Source: an optimization exercise on an open RTL-to-GDS flow (aim: small area, a short achievable clock period and few clock cycles per item). Production flows keep margins and buffers that such runs may drop. In this exercise RTL edits were held to simulation tests only and were not proved equivalent to the original. No driver is modelled on the clock port, so clocking that relies on it looks cheaper here than on a real chip. Power and IR drop assume default switching activity.

==> v6: inputs <==
Design quik_frame_parser, start of the top module:
module quik_frame_parser (
    input  wire         clk,
    input  wire         rst_n,
    input  wire         start_valid,
    output wire         start_ready,
    input  wire [15:0]  start_len,
    input  wire         in_valid,
    output wire         in_ready,
    input  wire [7:0]   in_data,
    output wire         out_valid,
    input  wire         out_ready,
    output wire [2:0]   out_res,
    output wire [4:0]   out_kind,
    output wire [61:0]  out_type,
    output wire [61:0]  out_f0,
    output wire [61:0]  out_f1,
    output wire [61:0]  out_f2,
    output wire [61:0]  out_f3,
    output wire [61:0]  out_f4,
    output wire [61:0]  out_f5,
    output wire [61:0]  out_f6,
    output wire         out_fin,
    output wire         out_off_p,
    output wire         out_len_p,
    output wire         out_ecn_p,
    output wire         out_ft_p,
    output wire [15:0]  out_data_start,
    output wire [15:0]  out_data_len,
    output wire [4:0]   out_cid_len,
    output wire [159:0] out_cid,
    output wire [127:0] out_srt,
    output wire [63:0]  out_pdata,
    output wire [2:0]   out_err_kind,
    output wire [7:0]   out_err_sub,
    output wire [15:0]  out_err_pos
);
==> flow/config.mk <==
export PLATFORM = sky130hd
export DESIGN_NAME = quik_frame_parser
export DESIGN_NICKNAME = quik_frame_parser
export VERILOG_FILES = /design/flow/design.v
export SDC_FILE = /design/flow/constraint.sdc
export NUM_CORES = 4
export LEC_CHECK = 0
export CAP_MARGIN = 20
export CORE_MARGIN = 2
export CORE_UTILIZATION = 40
export SETUP_SLACK_MARGIN = 5
export SLEW_MARGIN = 20
==> flow/constraint.sdc <==
create_clock -name core_clock -period 10.0 [get_ports {clk}]
set_input_delay 2.0000 -clock core_clock [delete_from_list [all_inputs] [get_ports {clk}]]
set_output_delay 2.0000 -clock core_clock [all_outputs]
set_load 0.01 [all_outputs]
standard.sh (not shown) runs the stock make flow with config.mk's settings and CLKGATE_MAP_FILE= SYNTH_SCRIPT=/design/flow/synth_recipe.tcl, a recipe that flattens the netlist after the stock synthesis.
==> flow/flow/run.sh <==
#!/bin/bash
# Standard ORFS layout, with:
#  - the port buffers made of sky130_fd_sc_hd__buf_1 instead of the buffer buffer_ports
#    would pick by itself, and the input port buffers then made sky130_fd_sc_hd__buf_4
#    after global placement (flow/post_gp.tcl);
#  - one more setup repair after CTS and after global routing toward a tighter target
#    (flow/post_cts.tcl, flow/post_grt.tcl).
set -euo pipefail
export BUFFER_PORTS_ARGS="-buffer_cell sky130_fd_sc_hd__buf_1"
export POST_GLOBAL_PLACE_TCL="$(pwd)/flow/post_gp.tcl"
export POST_CTS_TCL="$(pwd)/flow/post_cts.tcl"
export POST_GLOBAL_ROUTE_TCL="$(pwd)/flow/post_grt.tcl"
bash standard.sh synth > synth.log 2>&1
bash standard.sh > layout.log 2>&1
==> flow/flow/post_cts.tcl <==
repair_timing -setup -setup_margin 7.0 -repair_tns 0 -verbose
detailed_placement
check_placement -verbose
==> flow/flow/post_gp.tcl <==
# Give the input ports a stronger buffer than the output ports: each input fans out
# to many cells, each output drives only its pin's load.
set n 0
foreach inst [get_cells input*] {
  if { [get_property $inst ref_name] == "sky130_fd_sc_hd__buf_1" } {
    replace_cell $inst sky130_fd_sc_hd__buf_4
    incr n
  }
}
puts "post_gp.tcl: resized $n input buffers to buf_4"
==> flow/flow/post_grt.tcl <==
# After global routing, repair setup timing once more with global-route parasitics
# toward the same tighter target, then re-legalize and re-route the changed nets.
estimate_parasitics -global_routing
repair_timing -setup -setup_margin 7.0 -repair_tns 0 -verbose
repair_timing -hold -hold_margin 0.05 -verbose
global_route -start_incremental
detailed_placement
global_route -end_incremental
check_placement -verbose
estimate_parasitics -global_routing
==> v27: changes against v6 <==
--- a/flow/design.v
+++ b/flow/design.v
@@ -67,12 +67,13 @@
     reg         vhi;          
     reg         dhi;          
     reg         sel_off0, sel_off1, sel_len0, sel_len1, to_end;
     reg         f_fld56;      
     reg [4:0]   fcnt;         
     reg [4:0]   cidlen;
+    reg         tk;           
     reg         chi;          
     reg         r2z;          
     reg         pend;         
     reg [1:0]   pcls;         
     reg [61:0]  R0n, R1n, R2n, R3n, R4n, R5n, R6n;
     reg [7:0]   En;
@@ -131,31 +132,35 @@
     wire [3:0]  nbytes = (c == 2'd1) ? 4'd2 : (c == 2'd2) ? 4'd4 : 4'd8;
     wire        bz  = (b == 8'd0);
     wire        bz6 = (b[5:0] == 6'd0);
     wire [2:0] tgt = (fld == F_GAP) ? 3'd5 : (fld == F_RLEN) ? 3'd6 : fld[2:0];
     wire st_blk  = ~((st == S_TYPE) | (st == S_IDLE) | (st == S_DRAIN) | (st == S_ERRW) | (st == S_EMITF));
     wire blocked = ov & ((o_all & st_blk) | (g_rng & (st == S_VAR) & f_fld56));
-    reg  hold_r;
-    wire hold = hold_r;
+    wire hold = pend | blocked;
     wire [15:0] d_off   = ({16{sel_off0}} & R0[15:0]) | ({16{sel_off1}} & R1[15:0]);
     wire [15:0] d_len   = sel_len0 ? R0[15:0] : sel_len1 ? R1[15:0] : R2[15:0];
     wire [16:0] dsum    = {1'b0, d_off} + {1'b0, d_len};
     wire        n_chi_w = dhi | (to_end & (d_off > rem));
     wire [16:0] d_cnt   = to_end ? {1'b0, rem} : dsum;
+    wire [16:0] d_cnt_m = to_end ? {1'b0, rem - 16'd1} : ({1'b0, d_off} + {1'b0, d_len} + 17'h1ffff);
+    wire        chk_one = ~dhi & (to_end ? ((rem == 16'd1) & (d_off[15:1] == 15'd0)) : (dsum == 17'd1));
     wire [16:0] cnt     = R4[16:0];
     wire        cnt1    = (cnt == 17'd1);
     wire        cnt0    = (cnt == 17'd0);
     wire [16:0] cnt_dec = cnt - 17'd1;
     wire        d_bad   = chi | (cnt > {1'b0, rem});
     wire [15:0] addend  = (st == S_CHECK) ? d_off : (16'd0 - {12'd0, errd});
     wire [15:0] comp_lo = pos + addend;                           
     wire [15:0] comp_hi = to_end ? (rem - d_off) : d_len;         
     wire [15:0] pos1    = pos + 16'd1;
-    reg  in_ready_r, start_ready_r;
-    assign in_ready    = in_ready_r;
-    assign start_ready = start_ready_r;
+    assign in_ready = ~rem_z & ~hold &
+                      ((st == S_TYPE) | (st == S_VAR) | (st == S_SKIP) | (st == S_CIDL) |
+                       (st == S_CID) | (st == S_FIXED) | (st == S_DRAIN) |
+                       (((st == S_CHECK) | (st == S_CHK2)) & (to_end | ~dz)));
+    assign start_ready = ~pend & ((st == S_IDLE) |
+                                  (((st == S_TYPE) & vfirst) | (st == S_DRAIN)) & rem_z);
     wire take  = in_valid & in_ready;
     wire start = start_valid & start_ready;
     wire slot_free = ~ov | out_ready;
     reg [3:0]  n_st, n_fld;
     reg        n_vfirst;
     reg [2:0]  n_lane;
@@ -323,19 +328,23 @@
                         end
                     end
                 end
                 S_CHECK: begin
                     wr_comp = 1'b1;
                     cnt_ld  = 1'b1;
+                    if (take) cnt_val = d_cnt_m;
                     n_chi   = n_chi_w;
-                    n_st    = S_CHK2;
+                    if (take & chk_one) begin
+                        rec_frame = 1'b1; n_st = S_TYPE;
+                    end else
+                        n_st = S_CHK2;
                 end
                 S_CHK2: begin
                     cnt_dec_en = take;
                     if (d_bad)
-                        error(E_DEOF, {3'd0, take});
+                        error(E_DEOF, {2'd0, take & tk, take ^ tk});
                     else if ((to_end ? rem_z : dz) | (take & cnt1)) begin
                         rec_frame = 1'b1; n_st = S_TYPE;
                     end else
                         n_st = S_SKIP;
                 end
                 S_SKIP: begin
@@ -402,13 +411,13 @@
                            ~(t_crypto | t_ntok | t_stream | t_ncid | t_cc);
     wire        fdone_v  = (st == S_VAR) & take & (vfirst ? (c == 2'd0) : (lane == 3'd0));
     wire        t1_rec   = (b[4:0] == 5'h00) | (b[4:0] == 5'h01) | (b[4:0] == 5'h1e);
     wire        rec_t    = (st == S_TYPE) & take & t1_rec &
                            (vfirst ? ((c == 2'd0) & ~b[5]) : ((lane == 3'd0) & ~thi & (b[7:5] == 3'd0)));
     wire        rec_chk2 = (st == S_CHK2) & ~d_bad & ((to_end ? rem_z : dz) | (take & cnt1));
-    wire        rec_skip = (st == S_SKIP) & take & cnt1;
+    wire        rec_skip = ((st == S_SKIP) & take & cnt1) | ((st == S_CHECK) & take & chk_one);
     wire        rec_fix  = (st == S_FIXED) & take & ~((fcnt == 5'd0) & (t_ncid ? lt16 : lt8)) &
                            (fcnt == (t_ncid ? 5'd15 : 5'd7));
     wire        rec_fr_f = rec_t | (fdone_v & last_var) | (~hold & (rec_chk2 | (st == S_EMITF))) |
                            rec_skip | rec_fix;
     wire        rec_rg_f = fdone_v & (fld == F_RLEN);
     wire        rec_en_f = ~pend & rem_z & (((st == S_TYPE) & vfirst) | (st == S_DRAIN));
@@ -420,13 +429,14 @@
                            (st == S_CIDL) ? (rem_z ? E_CLEOF : E_CTL) :
                            (st == S_CID) ? E_CEOF :
                            (st == S_FIXED) ? E_FEOF : E_DEOF;
     wire [3:0]  err_d    = (st == S_TYPE) ? ((vshort | (c == 2'd0)) ? 4'd1 : nbytes) :
                            (st == S_VAR) ? {3'd0, ~rem_z} :
                            (st == S_CIDL) ? {3'd0, ~rem_z} :
-                           (st == S_CID) ? {2'd0, take, ~take} : {3'd0, take};
+                           (st == S_CID) ? {2'd0, take, ~take} :
+                           (st == S_CHK2) ? {2'd0, take & tk, take ^ tk} : {3'd0, take};
     wire        err_ld   = (st == S_ERRW) & ~ov;
     wire [1:0]  cls_now  = ((st == S_VAR) & (fld == F_RLEN)) ? 2'd1 :
                            ((st == S_TYPE) & rem_z) | (st == S_DRAIN) ? 2'd2 : 2'd0;
     wire [1:0]  ld_cls   = pend ? pcls : (st == S_ERRW) ? 2'd3 : cls_now;
     wire        ld_valid = pend | rec_any | err_ld;
     wire [4:0]  tsrc     = ((st == S_TYPE) & ~pend) ? b[4:0] : T;
@@ -505,22 +515,19 @@
             rem    <= 16'd0;
             rem_z  <= 1'b1;
             pos    <= 16'd0;
             pend   <= 1'b0;
             ov     <= 1'b0;
         end else begin
-            st <= n_st; fld <= n_fld; vfirst <= n_vfirst; lane <= n_lane;
+            st <= n_st; fld <= n_fld; vfirst <= n_vfirst; lane <= n_lane; T <= n_T;
             thi <= n_thi; dz <= n_dz; vz <= n_vz; vhi <= n_vhi; dhi <= n_dhi;
-            if ((st == S_TYPE) & take) begin
-                T        <= b[4:0];
-                sel_off0 <= (b[4:0] == 5'h06);
-                sel_off1 <= (b[4:3] == 2'b01) & b[2];
-                sel_len0 <= (b[4:0] == 5'h07);
-                sel_len1 <= (b[4:0] == 5'h06);
-                to_end   <= (b[4:3] == 2'b01) & ~b[1];
-            end
+            sel_off0 <= (n_T == 5'h06);
+            sel_off1 <= (n_T[4:3] == 2'b01) & n_T[2];
+            sel_len0 <= (n_T == 5'h07);
+            sel_len1 <= (n_T == 5'h06);
+            to_end   <= (n_T[4:3] == 2'b01) & ~n_T[1];
             f_fld56  <= (n_fld == F_5) | (n_fld == F_6) | (n_fld == F_GAP) | (n_fld == F_RLEN); 
             fcnt <= n_fcnt; cidlen <= n_cidlen; chi <= n_chi; r2z <= n_r2z;
             if (start) begin
                 rem   <= start_len;
                 rem_z <= (start_len == 16'd0);
                 pos   <= 16'd0;
@@ -534,12 +541,13 @@
             else if (rec_any & ~slot_free) begin
                 pend <= 1'b1;
                 pcls <= cls_now;
             end
             if (slot_free)
                 ov <= ld_valid;
+            tk <= (st == S_CHECK) & take;
             if (err_wr) begin
                 ecode <= err_code;
                 errd  <= err_d;
             end
         end
     end
@@ -573,37 +581,12 @@
         gn_cid  <= ~(nx_fr & (nx_T == 5'h18));
         gn_pd   <= ~(nx_fr & (nx_T[4:1] == 4'b1101));
         o_all   <= nx_fr & ~(nx_T == 5'h00 | nx_T == 5'h01 | nx_T == 5'h1e);
         gn_rng  <= ~(nx_cls == 2'd1);
         gn_err  <= ~(nx_cls == 2'd3);
     end
-    wire n_rem_z   = start ? (start_len == 16'd0) : take ? (rem == 16'd1) : rem_z;
-    wire n_pend    = (pend & slot_free) ? 1'b0 : (rec_any & ~slot_free) ? 1'b1 : pend;
-    wire n_ov      = slot_free ? ld_valid : ov;
-    wire n_o_all   = nx_fr & ~(nx_T == 5'h00 | nx_T == 5'h01 | nx_T == 5'h1e);
-    wire n_g_rng   = (nx_cls == 2'd1);
-    wire n_fld56   = (n_fld == F_5) | (n_fld == F_6) | (n_fld == F_GAP) | (n_fld == F_RLEN);
-    wire n_to_end  = ((st == S_TYPE) & take) ? ((b[4:3] == 2'b01) & ~b[1]) : to_end;
-    wire n_st_blk  = ~((n_st == S_TYPE) | (n_st == S_IDLE) | (n_st == S_DRAIN) |
-                       (n_st == S_ERRW) | (n_st == S_EMITF));
-    wire n_blocked = n_ov & ((n_o_all & n_st_blk) | (n_g_rng & (n_st == S_VAR) & n_fld56));
-    wire n_st_ok   = (n_st == S_TYPE) | (n_st == S_VAR) | (n_st == S_SKIP) | (n_st == S_CIDL) |
-                     (n_st == S_CID) | (n_st == S_FIXED) | (n_st == S_DRAIN) |
-                     ((n_st == S_CHK2) & (n_to_end | ~n_dz));
-    always @(posedge clk) begin
-        if (!rst_n) begin
-            in_ready_r    <= 1'b0;
-            start_ready_r <= 1'b1;
-            hold_r        <= 1'b0;
-        end else begin
-            in_ready_r    <= ~n_rem_z & ~n_pend & ~n_blocked & n_st_ok;
-            hold_r        <= n_pend | n_blocked;
-            start_ready_r <= ~n_pend & ((n_st == S_IDLE) |
-                                        (((n_st == S_TYPE) & n_vfirst) | (n_st == S_DRAIN)) & n_rem_z);
-        end
-    end
     wire [159:0] cid_w = {R2[7:0], R2[15:8], R2[23:16], R2[31:24], R2[39:32], R2[47:40], R2[55:48],
                           R3[7:0], R3[15:8], R3[23:16], R3[31:24], R3[39:32], R3[47:40], R3[55:48],
                           R4[7:0], R4[15:8], R4[23:16], R4[31:24], R4[39:32], R4[47:40]};
     wire [127:0] srt_w = {R4[55:48],
                           R5[7:0], R5[15:8], R5[23:16], R5[31:24], R5[39:32], R5[47:40], R5[55:48],
                           R6[7:0], R6[15:8], R6[23:16], R6[31:24], R6[39:32], R6[47:40], R6[55:48],
==> flow/flow/run.sh (replaced) <==
#!/bin/bash
# Standard ORFS layout, with:
#  - the port buffers made of sky130_fd_sc_hd__buf_1 instead of the buffer buffer_ports
#    would pick by itself, and the input port buffers then made sky130_fd_sc_hd__buf_4
#    after global placement (flow/post_gp.tcl);
#  - one more setup repair after CTS toward a tighter target (flow/post_cts.tcl).
set -euo pipefail
export BUFFER_PORTS_ARGS="-buffer_cell sky130_fd_sc_hd__buf_1"
export POST_GLOBAL_PLACE_TCL="$(pwd)/flow/post_gp.tcl"
export POST_CTS_TCL="$(pwd)/flow/post_cts.tcl"
bash standard.sh synth > synth.log 2>&1
bash standard.sh > layout.log 2>&1
==> flow/flow/post_cts.tcl (replaced) <==
repair_timing -setup -setup_margin 6.2 -repair_tns 100 -verbose
detailed_placement
check_placement -verbose
removed: flow/flow/post_grt.tcl
==> v38: changes against v6 <==
--- a/flow/design.v
+++ b/flow/design.v
@@ -131,14 +131,13 @@
     wire [3:0]  nbytes = (c == 2'd1) ? 4'd2 : (c == 2'd2) ? 4'd4 : 4'd8;
     wire        bz  = (b == 8'd0);
     wire        bz6 = (b[5:0] == 6'd0);
     wire [2:0] tgt = (fld == F_GAP) ? 3'd5 : (fld == F_RLEN) ? 3'd6 : fld[2:0];
     wire st_blk  = ~((st == S_TYPE) | (st == S_IDLE) | (st == S_DRAIN) | (st == S_ERRW) | (st == S_EMITF));
     wire blocked = ov & ((o_all & st_blk) | (g_rng & (st == S_VAR) & f_fld56));
-    reg  hold_r;
-    wire hold = hold_r;
+    wire hold = pend | blocked;
     wire [15:0] d_off   = ({16{sel_off0}} & R0[15:0]) | ({16{sel_off1}} & R1[15:0]);
     wire [15:0] d_len   = sel_len0 ? R0[15:0] : sel_len1 ? R1[15:0] : R2[15:0];
     wire [16:0] dsum    = {1'b0, d_off} + {1'b0, d_len};
     wire        n_chi_w = dhi | (to_end & (d_off > rem));
     wire [16:0] d_cnt   = to_end ? {1'b0, rem} : dsum;
     wire [16:0] cnt     = R4[16:0];
@@ -505,22 +504,19 @@
             rem    <= 16'd0;
             rem_z  <= 1'b1;
             pos    <= 16'd0;
             pend   <= 1'b0;
             ov     <= 1'b0;
         end else begin
-            st <= n_st; fld <= n_fld; vfirst <= n_vfirst; lane <= n_lane;
+            st <= n_st; fld <= n_fld; vfirst <= n_vfirst; lane <= n_lane; T <= n_T;
             thi <= n_thi; dz <= n_dz; vz <= n_vz; vhi <= n_vhi; dhi <= n_dhi;
-            if ((st == S_TYPE) & take) begin
-                T        <= b[4:0];
-                sel_off0 <= (b[4:0] == 5'h06);
-                sel_off1 <= (b[4:3] == 2'b01) & b[2];
-                sel_len0 <= (b[4:0] == 5'h07);
-                sel_len1 <= (b[4:0] == 5'h06);
-                to_end   <= (b[4:3] == 2'b01) & ~b[1];
-            end
+            sel_off0 <= (n_T == 5'h06);
+            sel_off1 <= (n_T[4:3] == 2'b01) & n_T[2];
+            sel_len0 <= (n_T == 5'h07);
+            sel_len1 <= (n_T == 5'h06);
+            to_end   <= (n_T[4:3] == 2'b01) & ~n_T[1];
             f_fld56  <= (n_fld == F_5) | (n_fld == F_6) | (n_fld == F_GAP) | (n_fld == F_RLEN); 
             fcnt <= n_fcnt; cidlen <= n_cidlen; chi <= n_chi; r2z <= n_r2z;
             if (start) begin
                 rem   <= start_len;
                 rem_z <= (start_len == 16'd0);
                 pos   <= 16'd0;
@@ -579,27 +575,25 @@
     wire n_rem_z   = start ? (start_len == 16'd0) : take ? (rem == 16'd1) : rem_z;
     wire n_pend    = (pend & slot_free) ? 1'b0 : (rec_any & ~slot_free) ? 1'b1 : pend;
     wire n_ov      = slot_free ? ld_valid : ov;
     wire n_o_all   = nx_fr & ~(nx_T == 5'h00 | nx_T == 5'h01 | nx_T == 5'h1e);
     wire n_g_rng   = (nx_cls == 2'd1);
     wire n_fld56   = (n_fld == F_5) | (n_fld == F_6) | (n_fld == F_GAP) | (n_fld == F_RLEN);
-    wire n_to_end  = ((st == S_TYPE) & take) ? ((b[4:3] == 2'b01) & ~b[1]) : to_end;
+    wire n_to_end  = (n_T[4:3] == 2'b01) & ~n_T[1];
     wire n_st_blk  = ~((n_st == S_TYPE) | (n_st == S_IDLE) | (n_st == S_DRAIN) |
                        (n_st == S_ERRW) | (n_st == S_EMITF));
     wire n_blocked = n_ov & ((n_o_all & n_st_blk) | (n_g_rng & (n_st == S_VAR) & n_fld56));
     wire n_st_ok   = (n_st == S_TYPE) | (n_st == S_VAR) | (n_st == S_SKIP) | (n_st == S_CIDL) |
                      (n_st == S_CID) | (n_st == S_FIXED) | (n_st == S_DRAIN) |
                      ((n_st == S_CHK2) & (n_to_end | ~n_dz));
     always @(posedge clk) begin
         if (!rst_n) begin
             in_ready_r    <= 1'b0;
             start_ready_r <= 1'b1;
-            hold_r        <= 1'b0;
         end else begin
             in_ready_r    <= ~n_rem_z & ~n_pend & ~n_blocked & n_st_ok;
-            hold_r        <= n_pend | n_blocked;
             start_ready_r <= ~n_pend & ((n_st == S_IDLE) |
                                         (((n_st == S_TYPE) & n_vfirst) | (n_st == S_DRAIN)) & n_rem_z);
         end
     end
     wire [159:0] cid_w = {R2[7:0], R2[15:8], R2[23:16], R2[31:24], R2[39:32], R2[47:40], R2[55:48],
                           R3[7:0], R3[15:8], R3[23:16], R3[31:24], R3[39:32], R3[47:40], R3[55:48],
==> flow/flow/post_cts.tcl (replaced) <==
repair_timing -setup -setup_margin 6.5 -repair_tns 0 -verbose
detailed_placement
check_placement -verbose
==> flow/flow/post_grt.tcl (replaced) <==
# After global routing, repair setup timing once more with global-route parasitics
# toward the same tighter target, then re-legalize and re-route the changed nets.
estimate_parasitics -global_routing
repair_timing -setup -setup_margin 6.5 -repair_tns 0 -verbose
repair_timing -hold -hold_margin 0.05 -verbose
global_route -start_incremental
detailed_placement
global_route -end_incremental
check_placement -verbose
estimate_parasitics -global_routing
==> v18: changes against v6 <==
--- a/flow/design.v
+++ b/flow/design.v
@@ -148,12 +148,14 @@
     wire        d_bad   = chi | (cnt > {1'b0, rem});
     wire [15:0] addend  = (st == S_CHECK) ? d_off : (16'd0 - {12'd0, errd});
     wire [15:0] comp_lo = pos + addend;                           
     wire [15:0] comp_hi = to_end ? (rem - d_off) : d_len;         
     wire [15:0] pos1    = pos + 16'd1;
     reg  in_ready_r, start_ready_r;
+    reg        e_var, e_cidl, e_cid, e_srt;
+    reg  [6:0] e_tgt;
     assign in_ready    = in_ready_r;
     assign start_ready = start_ready_r;
     wire take  = in_valid & in_ready;
     wire start = start_valid & start_ready;
     wire slot_free = ~ov | out_ready;
     reg [3:0]  n_st, n_fld;
@@ -447,26 +449,24 @@
     wire        wr_ok = ~hold;
     wire [7:0]  var_en [0:6];
     genvar gr;
     generate
         for (gr = 0; gr < 7; gr = gr + 1) begin : g_ven
             for (gl = 0; gl < 8; gl = gl + 1) begin : g_vl
-                assign var_en[gr][gl] = wr_ok & (st == S_VAR) & (tgt == gr) &
-                                        (vfirst | (lane == gl));
+                assign var_en[gr][gl] = e_var & e_tgt[gr] & (vfirst | (lane == gl));
             end
         end
     endgenerate
     wire [19:0] cid_en;
     wire [15:0] srt_en;
     generate
         for (gl = 0; gl < 20; gl = gl + 1) begin : g_cen
-            assign cid_en[gl] = wr_ok & ((st == S_CIDL) |
-                                         (((st == S_CID) | ((st == S_FIXED) & t_path)) & (fcnt == gl)));
+            assign cid_en[gl] = e_cidl | (e_cid & (fcnt == gl));
         end
         for (gl = 0; gl < 16; gl = gl + 1) begin : g_sen
-            assign srt_en[gl] = wr_ok & (st == S_FIXED) & t_ncid & (fcnt == gl);
+            assign srt_en[gl] = e_srt & (fcnt == gl);
         end
     endgenerate
     wire [7:0] en0 = var_en[0];
     wire [7:0] en1 = var_en[1];
     wire [7:0] en2 = var_en[2] | {1'b0, cid_en[6:0]};
     wire [7:0] en3 = var_en[3] | {1'b0, cid_en[13:7]};
@@ -580,26 +580,36 @@
     wire n_pend    = (pend & slot_free) ? 1'b0 : (rec_any & ~slot_free) ? 1'b1 : pend;
     wire n_ov      = slot_free ? ld_valid : ov;
     wire n_o_all   = nx_fr & ~(nx_T == 5'h00 | nx_T == 5'h01 | nx_T == 5'h1e);
     wire n_g_rng   = (nx_cls == 2'd1);
     wire n_fld56   = (n_fld == F_5) | (n_fld == F_6) | (n_fld == F_GAP) | (n_fld == F_RLEN);
     wire n_to_end  = ((st == S_TYPE) & take) ? ((b[4:3] == 2'b01) & ~b[1]) : to_end;
+    wire [4:0] n_Tt = ((st == S_TYPE) & take) ? b[4:0] : T;
     wire n_st_blk  = ~((n_st == S_TYPE) | (n_st == S_IDLE) | (n_st == S_DRAIN) |
                        (n_st == S_ERRW) | (n_st == S_EMITF));
     wire n_blocked = n_ov & ((n_o_all & n_st_blk) | (n_g_rng & (n_st == S_VAR) & n_fld56));
     wire n_st_ok   = (n_st == S_TYPE) | (n_st == S_VAR) | (n_st == S_SKIP) | (n_st == S_CIDL) |
                      (n_st == S_CID) | (n_st == S_FIXED) | (n_st == S_DRAIN) |
                      ((n_st == S_CHK2) & (n_to_end | ~n_dz));
     always @(posedge clk) begin
         if (!rst_n) begin
             in_ready_r    <= 1'b0;
             start_ready_r <= 1'b1;
             hold_r        <= 1'b0;
+            e_var         <= 1'b0;
+            e_cidl        <= 1'b0;
+            e_cid         <= 1'b0;
+            e_srt         <= 1'b0;
         end else begin
             in_ready_r    <= ~n_rem_z & ~n_pend & ~n_blocked & n_st_ok;
             hold_r        <= n_pend | n_blocked;
+            e_var         <= ~(n_pend | n_blocked) & (n_st == S_VAR);
+            e_tgt         <= 7'd1 << ((n_fld == F_GAP) ? 3'd5 : (n_fld == F_RLEN) ? 3'd6 : n_fld[2:0]);
+            e_cidl        <= ~(n_pend | n_blocked) & (n_st == S_CIDL);
+            e_cid         <= ~(n_pend | n_blocked) & ((n_st == S_CID) | ((n_st == S_FIXED) & (n_Tt[4:1] == 4'b1101)));
+            e_srt         <= ~(n_pend | n_blocked) & (n_st == S_FIXED) & (n_Tt == 5'h18);
             start_ready_r <= ~n_pend & ((n_st == S_IDLE) |
                                         (((n_st == S_TYPE) & n_vfirst) | (n_st == S_DRAIN)) & n_rem_z);
         end
     end
     wire [159:0] cid_w = {R2[7:0], R2[15:8], R2[23:16], R2[31:24], R2[39:32], R2[47:40], R2[55:48],
                           R3[7:0], R3[15:8], R3[23:16], R3[31:24], R3[39:32], R3[47:40], R3[55:48],
==> flow/flow/post_cts.tcl (replaced) <==
repair_timing -setup -setup_margin 6.5 -repair_tns 0 -verbose
detailed_placement
check_placement -verbose
==> flow/flow/post_grt.tcl (replaced) <==
# After global routing, repair setup timing once more with global-route parasitics
# toward the same tighter target, then re-legalize and re-route the changed nets.
estimate_parasitics -global_routing
repair_timing -setup -setup_margin 6.5 -repair_tns 0 -verbose
repair_timing -hold -hold_margin 0.05 -verbose
global_route -start_incremental
detailed_placement
global_route -end_incremental
check_placement -verbose
estimate_parasitics -global_routing
==> run summary <==
The lowest worst setup slack belongs to v18, the highest to v38.
Against v6, the via count of v27 is larger by about 7%.
Synthesized cell count is about the same in v38 and v18.
Of v18 and v27, v27 has the higher total power (gap 40%, measured against v27).
In v6 the flip-flop and latch count is lower than in v38, by 1.
Global-route usage: v38 is higher than v18 (0.85 points).
Clock skew: v27 > v38 > v6 > v18.
Die area: v27 > v18 > v38 > v6.
Testbench counts of v6, summed over its fixed seeds: cycles 166,662, bytes 160,634.
Testbench counts of v27, summed over its fixed seeds: cycles 163,681, bytes 160,634.
Testbench counts of v38, summed over its fixed seeds: cycles 166,662, bytes 160,634.
Testbench counts of v18, summed over its fixed seeds: cycles 166,662, bytes 160,634.

==> afterwards: timing with drivers on the ports <==
Ports are ideal in the flow. The routed layouts listed here were re-timed in OpenROAD. Step 1 sets driving cells, clkbuf_16 on the clock port and buf_2 on the other inputs (assumed; they add their load-dependent delay and slew). Step 2 also shifts input and output timing later by t, the mid clock arrival at the registers, as if the neighbouring blocks saw the same clock. Slacks: ideal ports / drivers / drivers and shift; pairs: ideal ports / drivers.
run | t, ns | setup WS [ns] | worst hold slack (ns) | clock arrival spread, ns
v6 | 0.726 | 5.772 / 5.697 / 4.970 | 0.504 / 0.504 / 0.504 | 0.052 / 0.051
v27 | 0.728 | 5.891 / 5.870 / 5.339 | 0.516 / 0.516 / 0.516 | 0.057 / 0.058
v38 | 0.724 | 5.927 / 5.927 / 5.307 | 0.516 / 0.516 / 0.516 | 0.054 / 0.054
v18 | 0.735 | 5.609 / 5.562 / 4.863 | 0.543 / 0.543 / 0.543 | 0.040 / 0.040
After both steps setup and hold are still met in every run listed. For v6, which loses most, drivers alone change the setup slack by -0.075 ns; drivers and shift together by -0.802 ns.
